What follows belongs to an exercise in optimizing a design on an open flow for small area, a short achievable clock period and few clock cycles; a production flow would make more cautious choices.
In this exercise RTL edits were held to simulation tests only and were not proved equivalent to the original.
Power and IR drop assume default switching activity.

==> lagoon: inputs <==
==> flow/design.v (excerpt) <==
module puc (
    input  wire        clk,
    input  wire        rst,           
    input  wire        cmd_valid,
    input  wire [63:0] cmd_data,
    output wire        cmd_ready,
    output wire        rsp_valid,
    output wire [63:0] rsp_data,
    output wire [31:0] status,
    output wire [63:0] fault_info,
    output wire        bus_req,
    output wire        bus_we,
    output wire [31:0] bus_addr,
    output wire [31:0] bus_wdata,
    input  wire        bus_ack,
    input  wire [31:0] bus_rdata
);
    localparam [31:0] SETTLE        = 32'd150;
    localparam [31:0] MREQ          = 32'h00080018;
    localparam [21:0] A_GPPUD     = 22'h200094 >> 2;
    localparam [21:0] A_GPPUDCLK0 = 22'h200098 >> 2;
    localparam [21:0] A_DR        = 22'h201000 >> 2;
    localparam [21:0] A_FR        = 22'h201018 >> 2;
    localparam [21:0] A_IBRD      = 22'h201024 >> 2;
    localparam [21:0] A_FBRD      = 22'h201028 >> 2;
    localparam [21:0] A_LCRH      = 22'h20102C >> 2;
    localparam [21:0] A_CR        = 22'h201030 >> 2;
    localparam [21:0] A_IMSC      = 22'h201038 >> 2;
    localparam [21:0] A_ICR       = 22'h201044 >> 2;
  ...
==> flow/config.mk <==
export PLATFORM = sky130hd
export DESIGN_NAME = puc
export DESIGN_NICKNAME = puc
export VERILOG_FILES = /design/flow/design.v
export SDC_FILE = /design/flow/constraint.sdc
export NUM_CORES = 4
export LEC_CHECK = 0
export ABC_CLOCK_PERIOD_IN_PS = 2700
export CAP_MARGIN = 20
export CORE_MARGIN = 2
export CORE_UTILIZATION = 60
export CTS_CLUSTER_DIAMETER = 100
export CTS_CLUSTER_SIZE = 28
export SLEW_MARGIN = 20
==> flow/constraint.sdc <==
create_clock -name core_clock -period 8.0 [get_ports {clk}]
set_input_delay 1.6000 -clock core_clock [delete_from_list [all_inputs] [get_ports {clk}]]
set_output_delay 1.6000 -clock core_clock [all_outputs]
set_load 0.01 [all_outputs]
standard.sh (not shown) runs the stock make flow with config.mk's settings and CLKGATE_MAP_FILE= SYNTH_SCRIPT=/design/flow/synth_recipe.tcl, a recipe that flattens the netlist after the stock synthesis.
==> flow/flow/run.sh <==
#!/bin/bash
set -euo pipefail
export SETUP_SLACK_MARGIN=5.3
bash standard.sh > standard_sh.log 2>&1
==> raven: changes against lagoon <==
--- a/flow/design.v
+++ b/flow/design.v
@@ -128,30 +128,31 @@
     reg         lastw;             
     reg  [7:0]  rxb;               
     reg         rxnew;
     reg  [1:0]  ecls;              
     reg  [1:0]  ei;
     reg         eol;
     reg  [7:0]  len;
     reg  [3:0]  widx;
+    reg         glast;             
     reg  [3:0]  pidx;
     reg  [3:0]  istep;             
     reg         ge3, mbinit, dlyinit;
-    reg  [3:0]  meq;
+    reg         meq;               
     reg  [1023:0] lb;
     reg  [15:0] lbrow;             
     reg  [7:0]  lbcol;
     reg         pdok;              
-    reg  [7:0]  pnz;               
+    reg         ppad;              
     reg         pnle8;             
     reg  [1:0]  plook;             
     reg         pge3;              
-    reg  [7:0]  ptop;              
-    reg         p_ill, p_pan, p_byte, p_regf;        
+    reg         p_pan, p_byte, p_regf;               
+    reg         p_zA, p_zB, p_zBh;                   
     reg         p_resolve, p_reg, p_regw, p_delay, p_mbox, p_init;
     reg         p_putb, p_getb, p_gets, p_puts, p_puts0;
     reg         p_fi_ovf;                            
     assign cmd_ready  = cr;
     assign rsp_valid  = rv;
     assign rsp_data   = rd;
     assign status     = {16'd0, 5'd0, fcode, 5'd0, halted, drv_ready, busy};
     assign fault_info = finfo;
@@ -163,64 +164,68 @@
     wire       bz   = (bsel == 2'd0);
     wire [7:0] bb   = bbyte(bsel);
     wire       adv  = bz | bus_ack;               
     wire [31:0] rdv = bz ? 32'd0 : bus_rdata;
     wire [31:0] cnt_dec = cnt - 32'd1;
     wire cnt_le1 = (cnt[31:1] == 31'd0);
     wire cnt_is1 = cnt_le1 & cnt[0];
     wire cnt_le9 = (cnt[31:4] == 28'd0) && (cnt[3:0] <= 4'd9);
-    reg pad_bad_w;
+    reg c_pad;
     always @* begin
         case (cnt[2:0])
-            3'd1:    pad_bad_w = |pnz[7:1];
-            3'd2:    pad_bad_w = |pnz[7:2];
-            3'd3:    pad_bad_w = |pnz[7:3];
-            3'd4:    pad_bad_w = |pnz[7:4];
-            3'd5:    pad_bad_w = |pnz[7:5];
-            3'd6:    pad_bad_w = |pnz[7:6];
-            3'd7:    pad_bad_w = pnz[7];
-            default: pad_bad_w = 1'b0;
+            3'd1:    c_pad = (cmd_data[63:8]  != 56'd0);
+            3'd2:    c_pad = (cmd_data[63:16] != 48'd0);
+            3'd3:    c_pad = (cmd_data[63:24] != 40'd0);
+            3'd4:    c_pad = (cmd_data[63:32] != 32'd0);
+            3'd5:    c_pad = (cmd_data[63:40] != 24'd0);
+            3'd6:    c_pad = (cmd_data[63:48] != 16'd0);
+            3'd7:    c_pad = (cmd_data[63:56] != 8'd0);
+            default: c_pad = 1'b0;
         endcase
     end
     wire [7:0] putc = cmd_data[{pos, 3'b000} +: 8];
     wire [7:0] echo_b = (ei == 2'd0) ? ((ecls == 2'd1) ? 8'h0D : rxb) :
                         (ecls == 2'd1) ? 8'h0A :
                         (ei == 2'd1) ? 8'h20 : 8'h08;
-    wire [63:0] lbword = lb[{widx, 6'd0} +: 64];
+    wire [15:0] wsel = 16'd1 << widx;
+    reg  [63:0] lbword;
+    integer k, w;
+    always @* begin
+        for (k = 0; k < 64; k = k + 1) begin
+            lbword[k] = 1'b0;
+            for (w = 0; w < 16; w = w + 1)
+                lbword[k] = lbword[k] | (lb[64*w + k] & wsel[w]);
+        end
+    end
     wire        wfull  = ({1'b0, widx, 3'b111} < len);
     reg  [63:0] gword;
     integer j;
     always @* begin
         for (j = 0; j < 8; j = j + 1)
             gword[8*j +: 8] = (wfull || (j < len[2:0])) ? lbword[8*j +: 8] : 8'h00;
     end
     wire [3:0] c_opc = cmd_data[63:60];
     wire       c_zA  = (cmd_data[59:32] == 28'd0);
     wire       c_zBh = (cmd_data[31:8] == 24'd0);
     wire       c_zB  = c_zBh & (cmd_data[7:0] == 8'd0);
-    reg        c_legal;
+    wire c_mis = (cmd_data[33:32] != 2'd0);
+    reg [7:0] ptop;
     always @* begin
-        case (c_opc)
-            OP_RESOLVE: c_legal = c_zA;
-            OP_REGR:    c_legal = c_zB;
-            OP_REGW:    c_legal = 1'b1;
-            OP_DELAY:   c_legal = c_zA;
-            OP_MBOX:    c_legal = c_zA & c_zB;
-            OP_INIT:    c_legal = c_zA;
-            OP_PUTB:    c_legal = c_zA & c_zBh;
-            OP_GETB:    c_legal = c_zA & c_zB;
-            OP_PUTS:    c_legal = c_zB;
-            OP_GETS:    c_legal = c_zA & c_zB;
-            OP_PANIC:   c_legal = c_zA & c_zB;
-            default:    c_legal = 1'b0;
+        case (bsel)
+            2'd2:    ptop = 8'h3F + {4'd0, cmd_data[59:56]};
+            2'd3:    ptop = 8'hFE + {4'd0, cmd_data[59:56]};
+            default: ptop = 8'h20 + {4'd0, cmd_data[59:56]};
         endcase
     end
-    wire c_mis = (cmd_data[33:32] != 2'd0);
     wire c_ovf = (bsel == 2'd3) && (cmd_data[59:57] != 3'd0);
+    wire p_legal = (p_resolve & p_zA) | (p_reg & ~p_regw & p_zB) | p_regw |
+                   (p_delay & p_zA) | ((p_mbox | p_getb | p_gets | p_pan) & p_zA & p_zB) |
+                   (p_init & p_zA) | (p_putb & p_zA & p_zBh) | (p_puts & p_zB);
+    wire p_ill = ~p_legal;
     wire f_bi  = p_byte & ~drv_ready & ~bz;
     wire f_reg = p_regf & ~bz;
     wire fault = p_ill | p_pan | f_bi | f_reg;
     reg  [3:0]  st_n;
     reg  [2:0]  ctx_n;
     reg         busy_n, halted_n, drv_n;
     reg  [2:0]  fcode_n;
     reg  [63:0] finfo_n;
@@ -238,17 +243,17 @@
     reg         need_n, ldq_n, allld_n, lastw_n;
     reg  [7:0]  rxb_n;
     reg         rxnew_n;
     reg  [1:0]  ecls_n, ei_n;
     reg         eol_n;
     reg  [7:0]  len_n;
     reg  [3:0]  widx_n, pidx_n, istep_n;
     reg         ge3_n, mbinit_n, dlyinit_n;
-    reg  [3:0]  meq_n;
+    reg         meq_n;
     reg         pay_n;
     reg         busy_l, halted_l, drv_l, fcode_l, finfo_l, breq_l, bwe_l;
     reg         bah_l, bam_l, bwh_l, bwl_l;
     reg         in_tx, chk, ld_plain, ld_chk, ld, tx_ok;
     always @* begin
         st_n = st; ctx_n = ctx; busy_n = busy; halted_n = halted; drv_n = drv_ready;
         fcode_n = 3'd0; finfo_n = 64'd0; bsel_n = bsel;
         breq_n = 1'b0; bwe_n = 1'b0;
@@ -491,17 +496,17 @@
                         bam_l = 1'b1; bam_n = A_FR[4:1];
                     end
                 end
             end
             S_GW: begin
                 rv_n   = 1'b1;
                 rd_n   = gword;
                 widx_n = widx + 4'd1;
-                if ({1'b0, widx, 3'b000} + 8'd8 >= len)
+                if (glast)
                     st_n = S_FIN;
             end
             S_REG: begin
                 rd_n = {32'd0, rdv};
                 if (adv) begin
                     breq_l = 1'b1; breq_n = 1'b0;
                     if (~bwe) begin
                         rv_n = 1'b1;
@@ -573,43 +578,42 @@
             end
             S_MST2: begin
                 if (adv & ~rdv[30]) begin
                     st_n = S_MRD;
                     bam_l = 1'b1; bam_n = A_MREAD[4:1];
                 end
             end
             S_MRD: begin
-                meq_n = {rdv[31:24] == MREQ[31:24], rdv[23:16] == MREQ[23:16],
-                         rdv[15:8]  == MREQ[15:8],  rdv[7:0]   == MREQ[7:0]};
+                meq_n = (rdv == MREQ);
                 cnt_n = 32'd0;
                 if (adv) begin
                     st_n = S_MCHK;
                     breq_l = 1'b1; breq_n = 1'b0;
                 end
             end
             S_MCHK: begin
-                if (&meq) begin
+                if (meq) begin
                     if (mbinit) begin
                         st_n = S_DLY;
                     end else begin
                         busy_l = 1'b1; busy_n = 1'b0;
                         st_n = S_IDLE;
                     end
                 end else begin
                     st_n = S_MST2;
                     breq_l = 1'b1; breq_n = ~bz;
                     bam_l = 1'b1; bam_n = A_MSTAT[4:1];
                 end
             end
             default: st_n = S_IDLE;
         endcase
         if (ld) begin
             need_n = 1'b0;
-            if (ld_chk & pad_bad_w) begin
+            if (ld_chk & ppad) begin
                 fcode_l = 1'b1; fcode_n = 3'd1;
                 finfo_l = 1'b1; finfo_n = cmd_data;
                 ctx_n   = C_PANIC;
                 pidx_n  = 4'd0;
                 bwl_l = 1'b1; bwl_n = 8'h54;
             end else begin
                 bwl_l = 1'b1; bwl_n = putc;
                 pos_n = pos + 3'd1;
@@ -628,28 +632,24 @@
         for (gi = 0; gi < 128; gi = gi + 1) begin : g_lb
             always @(posedge clk)
                 if (lbrow[gi / 8] & lbcol[gi % 8])
                     lb[8*gi +: 8] <= rxb;
         end
     endgenerate
     always @(posedge clk) begin
         pdok  <= ~rst & cmd_valid & ~cr;
-        pnz   <= {|cmd_data[63:56], |cmd_data[55:48], |cmd_data[47:40], |cmd_data[39:32],
-                  |cmd_data[31:24], |cmd_data[23:16], |cmd_data[15:8],  |cmd_data[7:0]};
+        ppad  <= c_pad;
         pnle8 <= (cmd_data[59:36] == 24'd0) && (cmd_data[35:32] <= 4'd8);
         plook <= (cmd_data[31:0] == 32'd2 || cmd_data[31:0] == 32'd3) ? 2'd2 :
                  (cmd_data[31:0] == 32'd4) ? 2'd3 : 2'd1;
         pge3  <= (cmd_data[31:0] >= 32'd3);
-        case (bsel)
-            2'd2:    ptop <= 8'h3F + {4'd0, cmd_data[59:56]};
-            2'd3:    ptop <= 8'hFE + {4'd0, cmd_data[59:56]};
-            default: ptop <= 8'h20 + {4'd0, cmd_data[59:56]};
-        endcase
-        p_ill     <= ~c_legal;
+        p_zA      <= c_zA;
+        p_zB      <= c_zB;
+        p_zBh     <= c_zBh;
         p_pan     <= (c_opc == OP_PANIC);
         p_byte    <= (c_opc == OP_PUTB) | (c_opc == OP_GETB) | (c_opc == OP_PUTS) | (c_opc == OP_GETS);
         p_regf    <= ((c_opc == OP_REGR) | (c_opc == OP_REGW)) & (c_ovf | c_mis);
         p_fi_ovf  <= c_ovf;
         p_resolve <= (c_opc == OP_RESOLVE);
         p_reg     <= (c_opc == OP_REGR) | (c_opc == OP_REGW);
         p_regw    <= (c_opc == OP_REGW);
         p_delay   <= (c_opc == OP_DELAY);
@@ -708,16 +708,17 @@
         pos    <= pos_n;
         allld  <= allld_n;
         lastw  <= lastw_n;
         rxb    <= rxb_n;
         ecls   <= ecls_n;
         ei     <= ei_n;
         eol    <= eol_n;
         widx   <= widx_n;
+        glast  <= (st == S_GW) ? ({1'b0, widx, 3'b000} + 8'd16 >= {1'b0, len}) : (len <= 8'd8);
         pidx   <= pidx_n;
         istep  <= istep_n;
         ge3    <= ge3_n;
         mbinit <= mbinit_n;
         dlyinit <= dlyinit_n;
         meq    <= meq_n;
     end
 endmodule
==> flow/flow/run.sh (replaced) <==
#!/bin/bash
set -euo pipefail
export SETUP_SLACK_MARGIN=5.2
export BUFFER_PORTS_ARGS="-buffer_cell sky130_fd_sc_hd__buf_2"
export CTS_ARGS="-sink_clustering_enable -repair_clock_nets -sink_clustering_size 24 -sink_clustering_max_diameter 80 -dont_use_dummy_load"
bash standard.sh > standard_sh.log 2>&1
- CTS_CLUSTER_DIAMETER: 100 -> 80
- CTS_CLUSTER_SIZE: 28 -> 24
==> harbor: changes against lagoon <==
- CORE_UTILIZATION: 60 -> 40
==> results.txt <==
quantity                                                      harbor       raven      lagoon
Starting density of the core                                  0.4033      0.6069      0.6036
Mux contribution to synthesized area                          0.1431     0.03312      0.1431
Number of distinct library cells after synthesis                  97         109          97
Fraction of area in registers                                 0.5842      0.6172      0.5917
Die boundary width                                          381.8 µm    308.7 µm    312.5 µm
Portion of total power attributed to combinational logic       0.159       0.146       0.159
Met3 wire len                                               14.50 mm    25.03 mm    16.29 mm
Cells resized by post-CTS repair                                1327         155        1345
Slew margin rel.                                              0.2800      0.3141      0.2616
Largest net degree at the start of global routing                101         105          97
Clock network contribution to total cell area                0.02850     0.02799     0.02657
Outcome                             no timing/DRC/antenna violations  no timing/DRC/antenna violations  no timing/DRC/antenna violations
Min-Delay Startpoint                                            pge3        pge3           -
Number of nets in the finished design                           4068        4498        4066
Post-synth EDFFs                                                1052        1049        1052
Number of global-route vias before repair                      33280       36210       34770
Fraction of power spent switching nets                        0.2802      0.2718      0.2758
Violation count after the first detailed-route iteration        3844        6459        4731
Post-Syn Area                                              57100 µm²   55710 µm²   57100 µm²
Vert. Die Dim                                               381.8 µm    308.7 µm    312.5 µm
Worst VDD drop                                             0.2058 mV   0.2321 mV   0.2742 mV
Final min period                                            2.892 ns    2.820 ns    2.862 ns
Final-layout fill cell count                                   12240        6744        6258
First-pass iteration count of the detailed router                  6           8           6
Testbench counts of lagoon, summed over its fixed seeds: cycles 163,192.
Testbench counts of raven, summed over its fixed seeds: cycles 163,192.
Testbench counts of harbor, summed over its fixed seeds: cycles 163,192.

==> run M <==
Another version of the RTL of puc (not shown whole).
Design puc, start of the top module:
module puc (
    input  wire        clk,
    input  wire        rst,           
    input  wire        cmd_valid,
    input  wire [63:0] cmd_data,
    output wire        cmd_ready,
    output wire        rsp_valid,
    output wire [63:0] rsp_data,
    output wire [31:0] status,
    output wire [63:0] fault_info,
    output wire        bus_req,
    output wire        bus_we,
    output wire [31:0] bus_addr,
    output wire [31:0] bus_wdata,
    input  wire        bus_ack,
    input  wire [31:0] bus_rdata
);
clock: 8.0 ns
lec_check: 0
abc_clock_period_in_ps: 3000
cap_margin: 20
core_margin: 2
core_utilization: 40
setup_slack_margin: 5.0
slew_margin: 20
run.sh (not shown) runs the stock make flow with config.mk's settings and CLKGATE_MAP_FILE= SYNTH_SCRIPT=/design/flow/synth_recipe.tcl, a recipe that flattens the netlist after the stock synthesis.
Stock flow here: none of the scripts above is used.
==> run P (differences from run M) <==
ABC_CLOCK_PERIOD_IN_PS = unset   (was 3000)
SETUP_SLACK_MARGIN = 4.5   (was 5.0)
==> results.txt <==
Required time of the critical path: run P 8.40 ns; run M 6.40 ns
Count of multi-input gates: run P 2175; run M 2178
Depth of the critical timing path with buffers and inverters included: run P 6; run M 1
Power of the clock network: run P 6.55 mW; run M 6.72 mW
Met1 track utilization from global routing: run P 31.72%; run M 31.52%
Ratio of final minimum period to clock period: run P 44.90%; run M 38.32%
Sum of net half-perimeters after detailed placement: run P 108.9 mm; run M 107.5 mm
Diode count: run P 4; run M 6
Outcome: run P no timing/DRC/antenna violations; run M no timing/DRC/antenna violations
Critical path origin: run P ecls[0]; run M rd[0]
Metal-1 WL: run P 71.60 mm; run M 71.30 mm
Multi-input gate share of the layout cell area: run P 26.38%; run M 27.28%
Static leakage: run P 20.95 nW; run M 21.59 nW
Area occupied by multi-input gates: run P 17870 sq um; run M 18640 sq um
Worst path max stage delay: run P 0.90 ns; run M 0.50 ns
Testbench counts of run M, summed over its fixed seeds: cycles 162,840.
Testbench counts of run P, summed over its fixed seeds: cycles 162,840.

## port drivers added, routing unchanged
The results above use ideal ports. As a check the final layouts listed here were re-extracted and re-timed, cells and wires unchanged. Step 1 (the two cells are an assumption about what drives the block):
set clk [get_ports {clk}]
set_driving_cell -lib_cell sky130_fd_sc_hd__clkbuf_16 $clk
set_driving_cell -lib_cell sky130_fd_sc_hd__buf_2 [delete_from_list [all_inputs] $clk]
Step 2, shift: input delay + t, output delay - t, t = (earliest + latest rising clock arrival at the registers) / 2. This alone moves slack from input paths to output paths. Three values: ideal ports, drivers, drivers and shift; two values: the first two.
| run | shift t [ns] | setup slack, ns | worst setup path after step 2 | latest minus earliest clock arrival (ns) |
|---|---|---|---|---|
| lagoon | 0.783 | 5.138 / 5.064 / 4.465 | input to register | 0.027 / 0.028 |
| raven | 0.727 | 5.180 / 5.106 / 4.524 | input to register | 0.060 / 0.060 |
| harbor | 0.802 | 5.108 / 5.029 / 4.449 | input to register | 0.085 / 0.085 |
| run M | 0.847 | 4.935 / 4.848 / 4.177 | input to register | 0.068 / 0.069 |
| run P | 0.853 | 4.408 / 4.408 / 3.581 | input to register | 0.072 / 0.071 |
After both steps setup and hold are still met in every run listed. For run P, which loses most, drivers alone change the setup slack by 0.000 ns; drivers and shift together by -0.827 ns.
